From an optimization exercise on the open Yosys and OpenROAD flow, aimed at small area; shortcuts taken in it are not production practice. Function was checked by simulation only, so behaviour that the tests miss may differ from the original.

==> 03-17: inputs <==
==> flow/design.v (excerpt) <==
module tf_safety_core (
    input  wire        clk,
    input  wire        rst_n,
    input  wire        wr_en,
    input  wire [2:0]  wr_addr,
    input  wire [31:0] wr_data,
    input  wire [2:0]  rd_addr,
    output reg  [31:0] rd_data,
    output wire        wdg_pin
);
clock: 70.0 ns
lec_check: 0
abc_area: 1
cap_margin: 20
core_margin: 2
core_utilization: 40
slew_margin: 20
run.sh (not shown) runs the stock make flow with config.mk's settings and CLKGATE_MAP_FILE= SYNTH_SCRIPT=/design/flow/synth_recipe.tcl, a recipe that flattens the netlist after the stock synthesis.
==> 10-05 (differences from 03-17) <==
--- a/flow/design.v
+++ b/flow/design.v
@@ -4,14 +4,52 @@
     input  wire        wr_en,
     input  wire [2:0]  wr_addr,
     input  wire [31:0] wr_data,
     input  wire [2:0]  rd_addr,
     output reg  [31:0] rd_data,
     output wire        wdg_pin
 );
+    function [24:0] add24;               
+        input [23:0] a, b;
+        input        ci;
+        integer i;
+        reg c;
+        begin
+            c = ci;
+            for (i = 0; i < 24; i = i + 1) begin
+                add24[i] = a[i] ^ b[i] ^ c;
+                c = (a[i] & b[i]) | (c & (a[i] ^ b[i]));
+            end
+            add24[24] = c;
+        end
+    endfunction
+    function geu24;                      
+        input [23:0] a, b;
+        integer i;
+        reg c;
+        begin
+            c = 1'b1;
+            for (i = 0; i < 24; i = i + 1)
+                c = (a[i] & ~b[i]) | ((a[i] | ~b[i]) & c);
+            geu24 = c;
+        end
+    endfunction
+    function [15:0] sinc16;              
+        input [15:0] x;
+        integer i;
+        reg c;
+        begin
+            c = 1'b1;
+            for (i = 0; i < 16; i = i + 1) begin
+                sinc16[i] = x[i] ^ c;
+                c = c & x[i];
+            end
+            if (c) sinc16 = x;
+        end
+    endfunction
     reg [31:0] arg0;
     reg [63:0] msg;
     reg [31:0] res0, res1;
     reg [2:0]  err;
     reg [2:0]  mode;
     reg [15:0] tx_cnt;           
     reg [15:0] rx_last;          
@@ -124,16 +162,16 @@
     wire [15:0] w_r = cwd_rcnt[16*sel +: 16];
     wire        w_o = cwd_to[sel];
     wire        w_eq = (imm == w_p);
     wire        is_cwd = opc[5];
     wire [15:0] cx  = is_cwd ? (w_eq ? w_t : w_r) : (d_L ? d_l : d_c);
     wire        chi = is_cwd ? !w_eq : d_L;
     wire [15:0] cth = chi ? arg0[31:16] : arg0[15:0];
-    wire [15:0] cxi = (&cx) ? cx : cx + 16'd1;
-    wire        cge = (cxi >= cth);
+    wire [15:0] cxi = sinc16(cx);
+    wire        cge = geu24({8'd0, cxi}, {8'd0, cth});
     wire        db_set  = !d_L &&  cond && cge;
     wire        db_clev =  d_L && !cond && cge;
     wire        db_L    = d_L ? !db_clev : db_set;
     wire [15:0] db_c    = (!d_L && cond) ? cxi : ((d_L && !db_clev) ? d_c : 16'd0);
     wire [15:0] db_l    = (d_L && !cond && !cge) ? cxi : 16'd0;
     wire        cw_toev  =  w_eq && cge && !w_o;
     wire        cw_recev = !w_eq && w_o && cge;
@@ -141,15 +179,16 @@
     wire [15:0] cw_t     = w_eq ? cxi : 16'd0;
     wire [15:0] cw_r     = w_eq ? w_r : ((w_o && !cge) ? cxi : 16'd0);
     wire signed [15:0] s_cmd = arg0[15:0];
     wire signed [15:0] s_fb  = arg0[31:16];
     wire        s_cok = imm[0];
     wire        s_fok = imm[1];
     wire        s_rng = s_cok && (s_cmd < -16'sd900 || s_cmd > 16'sd900);
-    wire signed [16:0] s_diff = {{6{st_last[10]}}, st_last} - {s_fb[15], s_fb};
+    wire [24:0] s_dsum = add24({{13{st_last[10]}}, st_last}, ~{{8{s_fb[15]}}, s_fb}, 1'b1);
+    wire signed [16:0] s_diff = s_dsum[16:0];
     wire        s_mis = s_fok && (s_diff >= 17'sd50 || s_diff <= -17'sd50);
     wire [2:0]  s_pi  = (st_plaus >= 3'd5) ? 3'd5 : st_plaus + 3'd1;
     wire        s_pf  = s_mis && (st_plaus >= 3'd4);
     wire        s_det = !s_fok || !s_cok || s_rng || s_pf;
     wire [2:0]  s_code = !s_fok ? 3'd1 : !s_cok ? 3'd2 : s_rng ? 3'd3 : s_pf ? 3'd4 : 3'd0;
     wire        s_set  = !st_lat && s_det;
     wire        s_clev =  st_lat && !s_det && (st_clr == 6'd49);
@@ -163,24 +202,34 @@
     wire        s_wrec = !s_weq && st_wto && (st_wr == 2'd2);
     wire        s_wto  = !s_cok ? st_wto :
                          s_weq ? (st_wto || st_wt >= 4'd9) : (st_wto && !s_wrec);
     wire [3:0]  s_wt   = !s_cok ? st_wt : s_weq ? ((st_wt >= 4'd10) ? 4'd10 : st_wt + 4'd1) : 4'd0;
     wire [1:0]  s_wr   = !s_cok ? st_wr : (s_weq || !st_wto || s_wrec) ? (s_weq ? st_wr : 2'd0) : st_wr + 2'd1;
     wire signed [10:0] s_last = st_last;
     wire signed [10:0] s_teff = s_wto ? 11'sd0 : (s_cok && !s_rng) ? s_cmd[10:0] : s_last;
-    wire        s_up   = s_teff > s_last;
+    wire        s_up   = !geu24({13'd0, ~s_last[10], s_last[9:0]}, {13'd0, ~s_teff[10], s_teff[9:0]});
     wire signed [10:0] s_base = s_wto ? s_last :
                                 s_up ? (s_last[10] ? 11'sd0 : s_last) : (s_last[10] ? s_last : 11'sd0);
     wire signed [10:0] s_k    = s_up ? (s_wto ? 11'sd20 : 11'sd100) : (s_wto ? -11'sd20 : -11'sd100);
-    wire signed [10:0] s_bnd  = s_base + s_k;
-    wire signed [10:0] s_o    = s_up ? ((s_teff < s_bnd) ? s_teff : s_bnd)
-                                     : ((s_teff > s_bnd) ? s_teff : s_bnd);
+    wire [24:0] s_bsum = add24({13'd0, s_base}, {13'd0, s_k}, 1'b0);
+    wire signed [10:0] s_bnd  = s_bsum[10:0];
+    wire        s_tgeb = geu24({13'd0, ~s_teff[10], s_teff[9:0]}, {13'd0, ~s_bnd[10], s_bnd[9:0]});
+    wire signed [10:0] s_o    = (s_up ^ s_tgeb) ? s_teff : s_bnd;
     wire signed [10:0] s_out  = s_lat ? 11'sd0 : s_o;
-    wire signed [23:0] s_pw   = $signed(s_out) * 24'sd569 + 24'sd1536000 +
-                                (s_out[10] ? 24'sd1023 : 24'sd0);
+    wire [23:0] s_x    = {{13{s_out[10]}}, s_out};
+    wire [23:0] s_pa   = s_x << 9, s_pb = s_x << 6, s_pc = ~(s_x << 3), s_pd = s_x;
+    wire [23:0] s_pe   = 24'd1536001 + (s_out[10] ? 24'd1023 : 24'd0);
+    wire [23:0] s_c1s  = s_pa ^ s_pb ^ s_pc;
+    wire [23:0] s_c1c  = ((s_pa & s_pb) | (s_pa & s_pc) | (s_pb & s_pc)) << 1;
+    wire [23:0] s_c2s  = s_c1s ^ s_c1c ^ s_pd;
+    wire [23:0] s_c2c  = ((s_c1s & s_c1c) | (s_c1s & s_pd) | (s_c1c & s_pd)) << 1;
+    wire [23:0] s_c3s  = s_c2s ^ s_c2c ^ s_pe;
+    wire [23:0] s_c3c  = ((s_c2s & s_c2c) | (s_c2s & s_pe) | (s_c2c & s_pe)) << 1;
+    wire [24:0] s_pws  = add24(s_c3s, s_c3c, 1'b0);
+    wire [23:0] s_pw   = s_pws[23:0];
     wire [10:0] s_phys = s_pw[20:10];
     wire [2:0]  s_fc   = s_lat ? s_lcode : s_wto ? 3'd5 : 3'd0;
     wire [31:0] st_r0  = {5'd0, s_phys, {5{s_out[10]}}, s_out};
     wire [31:0] st_r1  = {17'd0, (s_lat || s_wto), s_clev, s_set, s_lvl, s_wto, s_lat, 5'd0, s_fc};
     wire        m_cok  = imm[0];
     wire        m_safe = imm[1] || mode == 3'd0 || mode == 3'd4;
     wire signed [15:0] m_tq = arg0[15:0];
@@ -201,32 +250,44 @@
     wire [2:0]  m_wr   = !m_wstep ? mo_wr : (m_weq || !mo_wto || m_wrec) ? (m_weq ? mo_wr : 3'd0) : mo_wr + 3'd1;
     wire [6:0]  m_lim  = (mode == 3'd2) ? 7'd75 : 7'd100;
     wire        m_neg  = m_tq[15];
     wire [7:0]  m_tabs = m_neg ? -m_tq[7:0] : m_tq[7:0];
     wire        m_big  = m_neg ? (m_tq < -$signed({9'd0, m_lim})) : (m_tq > $signed({9'd0, m_lim}));
     wire        m_tok  = m_cok && mode != 3'd3;
     wire [6:0]  m_a    = !m_tok ? 7'd0 : m_big ? m_lim : m_tabs[6:0];
-    wire [13:0] m_p    = m_a * m_der;
-    wire [22:0] m_pq   = m_p[13:2] * 11'd1311;
+    reg  [24:0] m_acc;
+    integer mj;
+    always @* begin
+        m_acc = {18'd0, m_der[0] ? m_a : 7'd0};
+        for (mj = 1; mj < 7; mj = mj + 1)
+            m_acc = add24(m_acc[23:0], {17'd0, m_der[mj] ? m_a : 7'd0} << mj, 1'b0);
+    end
+    wire [13:0] m_p    = m_acc[13:0];
+    wire [11:0] m_n    = m_p[13:2];
+    wire [24:0] m_u    = add24({7'd0, m_n, 5'd0}, ~{12'd0, m_n}, 1'b1);      
+    wire [24:0] m_v    = add24(m_u[23:0], {4'd0, m_n, 8'd0}, 1'b0);           
+    wire [24:0] m_w    = add24(m_v[23:0], {2'd0, m_n, 10'd0}, 1'b0);          
+    wire [22:0] m_pq   = m_w[22:0];
     wire [6:0]  m_q    = (m_wto || m_rlat) ? 7'd0 : m_pq[21:15];
     wire        m_nz   = (m_q != 7'd0);
     wire [1:0]  m_ndir = !m_nz ? 2'd0 : m_neg ? 2'd2 : 2'd1;
     wire        m_dead = !m_safe && mo_dir != 2'd0 && m_nz && m_ndir != mo_dir;
     wire [1:0]  m_app  = (m_safe || m_dead) ? 2'd0 : m_ndir;
     wire [6:0]  m_dpct = (m_safe || m_dead) ? 7'd0 : (m_q > 7'd95) ? 7'd95 : m_q;
-    wire [9:0]  m_duty = {m_dpct, 3'd0} + {2'd0, m_dpct, 1'd0};
+    wire [24:0] m_dsum = add24({14'd0, m_dpct, 3'd0}, {16'd0, m_dpct, 1'd0}, 1'b0);
+    wire [9:0]  m_duty = m_dsum[9:0];
     wire        m_en   = (m_app != 2'd0) && !su_bl;
     wire [2:0]  m_fc   = m_rlat ? 3'd2 : m_wto ? 3'd5 : 3'd0;
     wire [31:0] mo_r0  = {10'd0, m_safe, m_dead, m_en, m_en, m_app, 6'd0, m_duty};
     wire [31:0] mo_r1  = {17'd0, (m_rlat || m_wto), (mo_rlat && !m_rlat), (!mo_rlat && m_rlat),
                           2'd0, m_wto, m_rlat, 5'd0, m_fc};
     wire [1:0]  u_tr  = imm[1:0];
-    wire [15:0] u_sil = imm[2] ? 16'd0 : ((&su_sil) ? su_sil : su_sil + 16'd1);
-    wire [15:0] u_wrn = (u_tr == 2'd1) ? ((&su_warn) ? su_warn : su_warn + 16'd1) : 16'd0;
-    wire        u_bl  = su_bl || u_tr == 2'd2 || u_sil > 16'd20 || u_wrn > 16'd10;
+    wire [15:0] u_sil = imm[2] ? 16'd0 : sinc16(su_sil);
+    wire [15:0] u_wrn = (u_tr == 2'd1) ? sinc16(su_warn) : 16'd0;
+    wire        u_bl  = su_bl || u_tr == 2'd2 || (|u_sil[15:5]) || (u_sil[4] && (u_sil[3] || (u_sil[2] && (u_sil[1] || u_sil[0])))) || (|u_wrn[15:4]) || (u_wrn[3] && (u_wrn[2] || (u_wrn[1] && u_wrn[0])));
     wire [15:0] u_mask = arg0[15:0] | {12'd0, u_bl, 3'd0};
     wire        u_crit = (u_mask[3:0] != 4'd0);
     wire [1:0]  u_stat = (u_crit || imm[3]) ? 2'd2 : (u_mask != 16'd0) ? 2'd1 : 2'd0;
     wire        u_fed  = !u_crit && mode != 3'd4 && imm[5:4] != 2'd2 && u_tr != 2'd2;
     wire        u_wdg  = su_wdg ^ u_fed;
     wire [31:0] su_r0  = {9'd0, !u_fed, u_bl, u_bl, u_wdg, u_fed, u_stat, u_mask};
     wire [2:0]  mreq    = imm[2:0];
ABC_AREA = unset   (was 1)
CORE_UTILIZATION = 65   (was 40)
==> 08-13 (differences from 03-17) <==
--- a/flow/design.v
+++ b/flow/design.v
@@ -4,14 +4,52 @@
     input  wire        wr_en,
     input  wire [2:0]  wr_addr,
     input  wire [31:0] wr_data,
     input  wire [2:0]  rd_addr,
     output reg  [31:0] rd_data,
     output wire        wdg_pin
 );
+    function [24:0] add24;               
+        input [23:0] a, b;
+        input        ci;
+        integer i;
+        reg c;
+        begin
+            c = ci;
+            for (i = 0; i < 24; i = i + 1) begin
+                add24[i] = a[i] ^ b[i] ^ c;
+                c = (a[i] & b[i]) | (c & (a[i] ^ b[i]));
+            end
+            add24[24] = c;
+        end
+    endfunction
+    function geu24;                      
+        input [23:0] a, b;
+        integer i;
+        reg c;
+        begin
+            c = 1'b1;
+            for (i = 0; i < 24; i = i + 1)
+                c = (a[i] & ~b[i]) | ((a[i] | ~b[i]) & c);
+            geu24 = c;
+        end
+    endfunction
+    function [15:0] sinc16;              
+        input [15:0] x;
+        integer i;
+        reg c;
+        begin
+            c = 1'b1;
+            for (i = 0; i < 16; i = i + 1) begin
+                sinc16[i] = x[i] ^ c;
+                c = c & x[i];
+            end
+            if (c) sinc16 = x;
+        end
+    endfunction
     reg [31:0] arg0;
     reg [63:0] msg;
     reg [31:0] res0, res1;
     reg [2:0]  err;
     reg [2:0]  mode;
     reg [15:0] tx_cnt;           
     reg [15:0] rx_last;          
@@ -124,16 +162,16 @@
     wire [15:0] w_r = cwd_rcnt[16*sel +: 16];
     wire        w_o = cwd_to[sel];
     wire        w_eq = (imm == w_p);
     wire        is_cwd = opc[5];
     wire [15:0] cx  = is_cwd ? (w_eq ? w_t : w_r) : (d_L ? d_l : d_c);
     wire        chi = is_cwd ? !w_eq : d_L;
     wire [15:0] cth = chi ? arg0[31:16] : arg0[15:0];
-    wire [15:0] cxi = (&cx) ? cx : cx + 16'd1;
-    wire        cge = (cxi >= cth);
+    wire [15:0] cxi = sinc16(cx);
+    wire        cge = geu24({8'd0, cxi}, {8'd0, cth});
     wire        db_set  = !d_L &&  cond && cge;
     wire        db_clev =  d_L && !cond && cge;
     wire        db_L    = d_L ? !db_clev : db_set;
     wire [15:0] db_c    = (!d_L && cond) ? cxi : ((d_L && !db_clev) ? d_c : 16'd0);
     wire [15:0] db_l    = (d_L && !cond && !cge) ? cxi : 16'd0;
     wire        cw_toev  =  w_eq && cge && !w_o;
     wire        cw_recev = !w_eq && w_o && cge;
@@ -141,15 +179,16 @@
     wire [15:0] cw_t     = w_eq ? cxi : 16'd0;
     wire [15:0] cw_r     = w_eq ? w_r : ((w_o && !cge) ? cxi : 16'd0);
     wire signed [15:0] s_cmd = arg0[15:0];
     wire signed [15:0] s_fb  = arg0[31:16];
     wire        s_cok = imm[0];
     wire        s_fok = imm[1];
     wire        s_rng = s_cok && (s_cmd < -16'sd900 || s_cmd > 16'sd900);
-    wire signed [16:0] s_diff = {{6{st_last[10]}}, st_last} - {s_fb[15], s_fb};
+    wire [24:0] s_dsum = add24({{13{st_last[10]}}, st_last}, ~{{8{s_fb[15]}}, s_fb}, 1'b1);
+    wire signed [16:0] s_diff = s_dsum[16:0];
     wire        s_mis = s_fok && (s_diff >= 17'sd50 || s_diff <= -17'sd50);
     wire [2:0]  s_pi  = (st_plaus >= 3'd5) ? 3'd5 : st_plaus + 3'd1;
     wire        s_pf  = s_mis && (st_plaus >= 3'd4);
     wire        s_det = !s_fok || !s_cok || s_rng || s_pf;
     wire [2:0]  s_code = !s_fok ? 3'd1 : !s_cok ? 3'd2 : s_rng ? 3'd3 : s_pf ? 3'd4 : 3'd0;
     wire        s_set  = !st_lat && s_det;
     wire        s_clev =  st_lat && !s_det && (st_clr == 6'd49);
@@ -163,24 +202,34 @@
     wire        s_wrec = !s_weq && st_wto && (st_wr == 2'd2);
     wire        s_wto  = !s_cok ? st_wto :
                          s_weq ? (st_wto || st_wt >= 4'd9) : (st_wto && !s_wrec);
     wire [3:0]  s_wt   = !s_cok ? st_wt : s_weq ? ((st_wt >= 4'd10) ? 4'd10 : st_wt + 4'd1) : 4'd0;
     wire [1:0]  s_wr   = !s_cok ? st_wr : (s_weq || !st_wto || s_wrec) ? (s_weq ? st_wr : 2'd0) : st_wr + 2'd1;
     wire signed [10:0] s_last = st_last;
     wire signed [10:0] s_teff = s_wto ? 11'sd0 : (s_cok && !s_rng) ? s_cmd[10:0] : s_last;
-    wire        s_up   = s_teff > s_last;
+    wire        s_up   = !geu24({13'd0, ~s_last[10], s_last[9:0]}, {13'd0, ~s_teff[10], s_teff[9:0]});
     wire signed [10:0] s_base = s_wto ? s_last :
                                 s_up ? (s_last[10] ? 11'sd0 : s_last) : (s_last[10] ? s_last : 11'sd0);
     wire signed [10:0] s_k    = s_up ? (s_wto ? 11'sd20 : 11'sd100) : (s_wto ? -11'sd20 : -11'sd100);
-    wire signed [10:0] s_bnd  = s_base + s_k;
-    wire signed [10:0] s_o    = s_up ? ((s_teff < s_bnd) ? s_teff : s_bnd)
-                                     : ((s_teff > s_bnd) ? s_teff : s_bnd);
+    wire [24:0] s_bsum = add24({13'd0, s_base}, {13'd0, s_k}, 1'b0);
+    wire signed [10:0] s_bnd  = s_bsum[10:0];
+    wire        s_tgeb = geu24({13'd0, ~s_teff[10], s_teff[9:0]}, {13'd0, ~s_bnd[10], s_bnd[9:0]});
+    wire signed [10:0] s_o    = (s_up ^ s_tgeb) ? s_teff : s_bnd;
     wire signed [10:0] s_out  = s_lat ? 11'sd0 : s_o;
-    wire signed [23:0] s_pw   = $signed(s_out) * 24'sd569 + 24'sd1536000 +
-                                (s_out[10] ? 24'sd1023 : 24'sd0);
+    wire [23:0] s_x    = {{13{s_out[10]}}, s_out};
+    wire [23:0] s_pa   = s_x << 9, s_pb = s_x << 6, s_pc = ~(s_x << 3), s_pd = s_x;
+    wire [23:0] s_pe   = 24'd1536001 + (s_out[10] ? 24'd1023 : 24'd0);
+    wire [23:0] s_c1s  = s_pa ^ s_pb ^ s_pc;
+    wire [23:0] s_c1c  = ((s_pa & s_pb) | (s_pa & s_pc) | (s_pb & s_pc)) << 1;
+    wire [23:0] s_c2s  = s_c1s ^ s_c1c ^ s_pd;
+    wire [23:0] s_c2c  = ((s_c1s & s_c1c) | (s_c1s & s_pd) | (s_c1c & s_pd)) << 1;
+    wire [23:0] s_c3s  = s_c2s ^ s_c2c ^ s_pe;
+    wire [23:0] s_c3c  = ((s_c2s & s_c2c) | (s_c2s & s_pe) | (s_c2c & s_pe)) << 1;
+    wire [24:0] s_pws  = add24(s_c3s, s_c3c, 1'b0);
+    wire [23:0] s_pw   = s_pws[23:0];
     wire [10:0] s_phys = s_pw[20:10];
     wire [2:0]  s_fc   = s_lat ? s_lcode : s_wto ? 3'd5 : 3'd0;
     wire [31:0] st_r0  = {5'd0, s_phys, {5{s_out[10]}}, s_out};
     wire [31:0] st_r1  = {17'd0, (s_lat || s_wto), s_clev, s_set, s_lvl, s_wto, s_lat, 5'd0, s_fc};
     wire        m_cok  = imm[0];
     wire        m_safe = imm[1] || mode == 3'd0 || mode == 3'd4;
     wire signed [15:0] m_tq = arg0[15:0];
@@ -201,32 +250,44 @@
     wire [2:0]  m_wr   = !m_wstep ? mo_wr : (m_weq || !mo_wto || m_wrec) ? (m_weq ? mo_wr : 3'd0) : mo_wr + 3'd1;
     wire [6:0]  m_lim  = (mode == 3'd2) ? 7'd75 : 7'd100;
     wire        m_neg  = m_tq[15];
     wire [7:0]  m_tabs = m_neg ? -m_tq[7:0] : m_tq[7:0];
     wire        m_big  = m_neg ? (m_tq < -$signed({9'd0, m_lim})) : (m_tq > $signed({9'd0, m_lim}));
     wire        m_tok  = m_cok && mode != 3'd3;
     wire [6:0]  m_a    = !m_tok ? 7'd0 : m_big ? m_lim : m_tabs[6:0];
-    wire [13:0] m_p    = m_a * m_der;
-    wire [22:0] m_pq   = m_p[13:2] * 11'd1311;
+    reg  [24:0] m_acc;
+    integer mj;
+    always @* begin
+        m_acc = {18'd0, m_der[0] ? m_a : 7'd0};
+        for (mj = 1; mj < 7; mj = mj + 1)
+            m_acc = add24(m_acc[23:0], {17'd0, m_der[mj] ? m_a : 7'd0} << mj, 1'b0);
+    end
+    wire [13:0] m_p    = m_acc[13:0];
+    wire [11:0] m_n    = m_p[13:2];
+    wire [24:0] m_u    = add24({7'd0, m_n, 5'd0}, ~{12'd0, m_n}, 1'b1);      
+    wire [24:0] m_v    = add24(m_u[23:0], {4'd0, m_n, 8'd0}, 1'b0);           
+    wire [24:0] m_w    = add24(m_v[23:0], {2'd0, m_n, 10'd0}, 1'b0);          
+    wire [22:0] m_pq   = m_w[22:0];
     wire [6:0]  m_q    = (m_wto || m_rlat) ? 7'd0 : m_pq[21:15];
     wire        m_nz   = (m_q != 7'd0);
     wire [1:0]  m_ndir = !m_nz ? 2'd0 : m_neg ? 2'd2 : 2'd1;
     wire        m_dead = !m_safe && mo_dir != 2'd0 && m_nz && m_ndir != mo_dir;
     wire [1:0]  m_app  = (m_safe || m_dead) ? 2'd0 : m_ndir;
     wire [6:0]  m_dpct = (m_safe || m_dead) ? 7'd0 : (m_q > 7'd95) ? 7'd95 : m_q;
-    wire [9:0]  m_duty = {m_dpct, 3'd0} + {2'd0, m_dpct, 1'd0};
+    wire [24:0] m_dsum = add24({14'd0, m_dpct, 3'd0}, {16'd0, m_dpct, 1'd0}, 1'b0);
+    wire [9:0]  m_duty = m_dsum[9:0];
     wire        m_en   = (m_app != 2'd0) && !su_bl;
     wire [2:0]  m_fc   = m_rlat ? 3'd2 : m_wto ? 3'd5 : 3'd0;
     wire [31:0] mo_r0  = {10'd0, m_safe, m_dead, m_en, m_en, m_app, 6'd0, m_duty};
     wire [31:0] mo_r1  = {17'd0, (m_rlat || m_wto), (mo_rlat && !m_rlat), (!mo_rlat && m_rlat),
                           2'd0, m_wto, m_rlat, 5'd0, m_fc};
     wire [1:0]  u_tr  = imm[1:0];
-    wire [15:0] u_sil = imm[2] ? 16'd0 : ((&su_sil) ? su_sil : su_sil + 16'd1);
-    wire [15:0] u_wrn = (u_tr == 2'd1) ? ((&su_warn) ? su_warn : su_warn + 16'd1) : 16'd0;
-    wire        u_bl  = su_bl || u_tr == 2'd2 || u_sil > 16'd20 || u_wrn > 16'd10;
+    wire [15:0] u_sil = imm[2] ? 16'd0 : sinc16(su_sil);
+    wire [15:0] u_wrn = (u_tr == 2'd1) ? sinc16(su_warn) : 16'd0;
+    wire        u_bl  = su_bl || u_tr == 2'd2 || (|u_sil[15:5]) || (u_sil[4] && (u_sil[3] || (u_sil[2] && (u_sil[1] || u_sil[0])))) || (|u_wrn[15:4]) || (u_wrn[3] && (u_wrn[2] || (u_wrn[1] && u_wrn[0])));
     wire [15:0] u_mask = arg0[15:0] | {12'd0, u_bl, 3'd0};
     wire        u_crit = (u_mask[3:0] != 4'd0);
     wire [1:0]  u_stat = (u_crit || imm[3]) ? 2'd2 : (u_mask != 16'd0) ? 2'd1 : 2'd0;
     wire        u_fed  = !u_crit && mode != 3'd4 && imm[5:4] != 2'd2 && u_tr != 2'd2;
     wire        u_wdg  = su_wdg ^ u_fed;
     wire [31:0] su_r0  = {9'd0, !u_fed, u_bl, u_bl, u_wdg, u_fed, u_stat, u_mask};
     wire [2:0]  mreq    = imm[2:0];
ABC_AREA = unset   (was 1)
==> 02-23 (differences from 03-17) <==
ABC_AREA = unset   (was 1)
==> summary.txt <==
Clock-buffer cell count: 02-23 is lower than 03-17 (10).
Die area: 03-17 > 02-23 > 08-13 > 10-05.
Via count, lowest first: 08-13, 10-05, 02-23, 03-17.
The highest global-route usage belongs to 10-05, the lowest to 02-23.
Design area: 02-23 is higher than 08-13 (6.7%).
Fmax: 02-23 > 03-17 > 08-13 > 10-05.
Worst hold slack, lowest first: 02-23, 03-17, 10-05, 08-13.
Critical path depth, lowest first: 02-23, 03-17, 08-13, 10-05.

==> port drivers added, routing unchanged <==
The flow's constraints put no driver on any port. The routed layouts listed below were extracted and timed again, unchanged, in two steps. Step 1 sets driving cells, clkbuf_16 on the clock port and buf_2 on the other inputs (assumed; they add their load-dependent delay and slew). Step 2 times the ports against the registers' clock, not the clock port: input delays grow and output delays shrink by t, the midpoint of the rising clock arrivals with the driver on. a / b / c = no drivers / after step 1 / after step 2; a / b = the first two.
run | t, ns | setup WS [ns] | hold slack, ns | worst setup path at the end | cell pins on the clock port's net
03-17 | 0.706 | 38.901 / 38.879 / 38.879 | 0.553 / 0.553 / 0.553 | input to output | 1
10-05 | 0.701 | 38.628 / 38.669 / 37.968 | 0.557 / 0.557 / 0.557 | input to register | 1
08-13 | 0.700 | 38.680 / 38.723 / 38.023 | 0.558 / 0.558 / 0.558 | input to register | 1
02-23 | 0.710 | 39.414 / 39.389 / 39.389 | 0.552 / 0.552 / 0.552 | input to output | 1
After both steps setup and hold are still met in every run listed. The setup slack of 10-05, which loses most, moves by +0.041 ns with the drivers and by -0.660 ns with both steps.
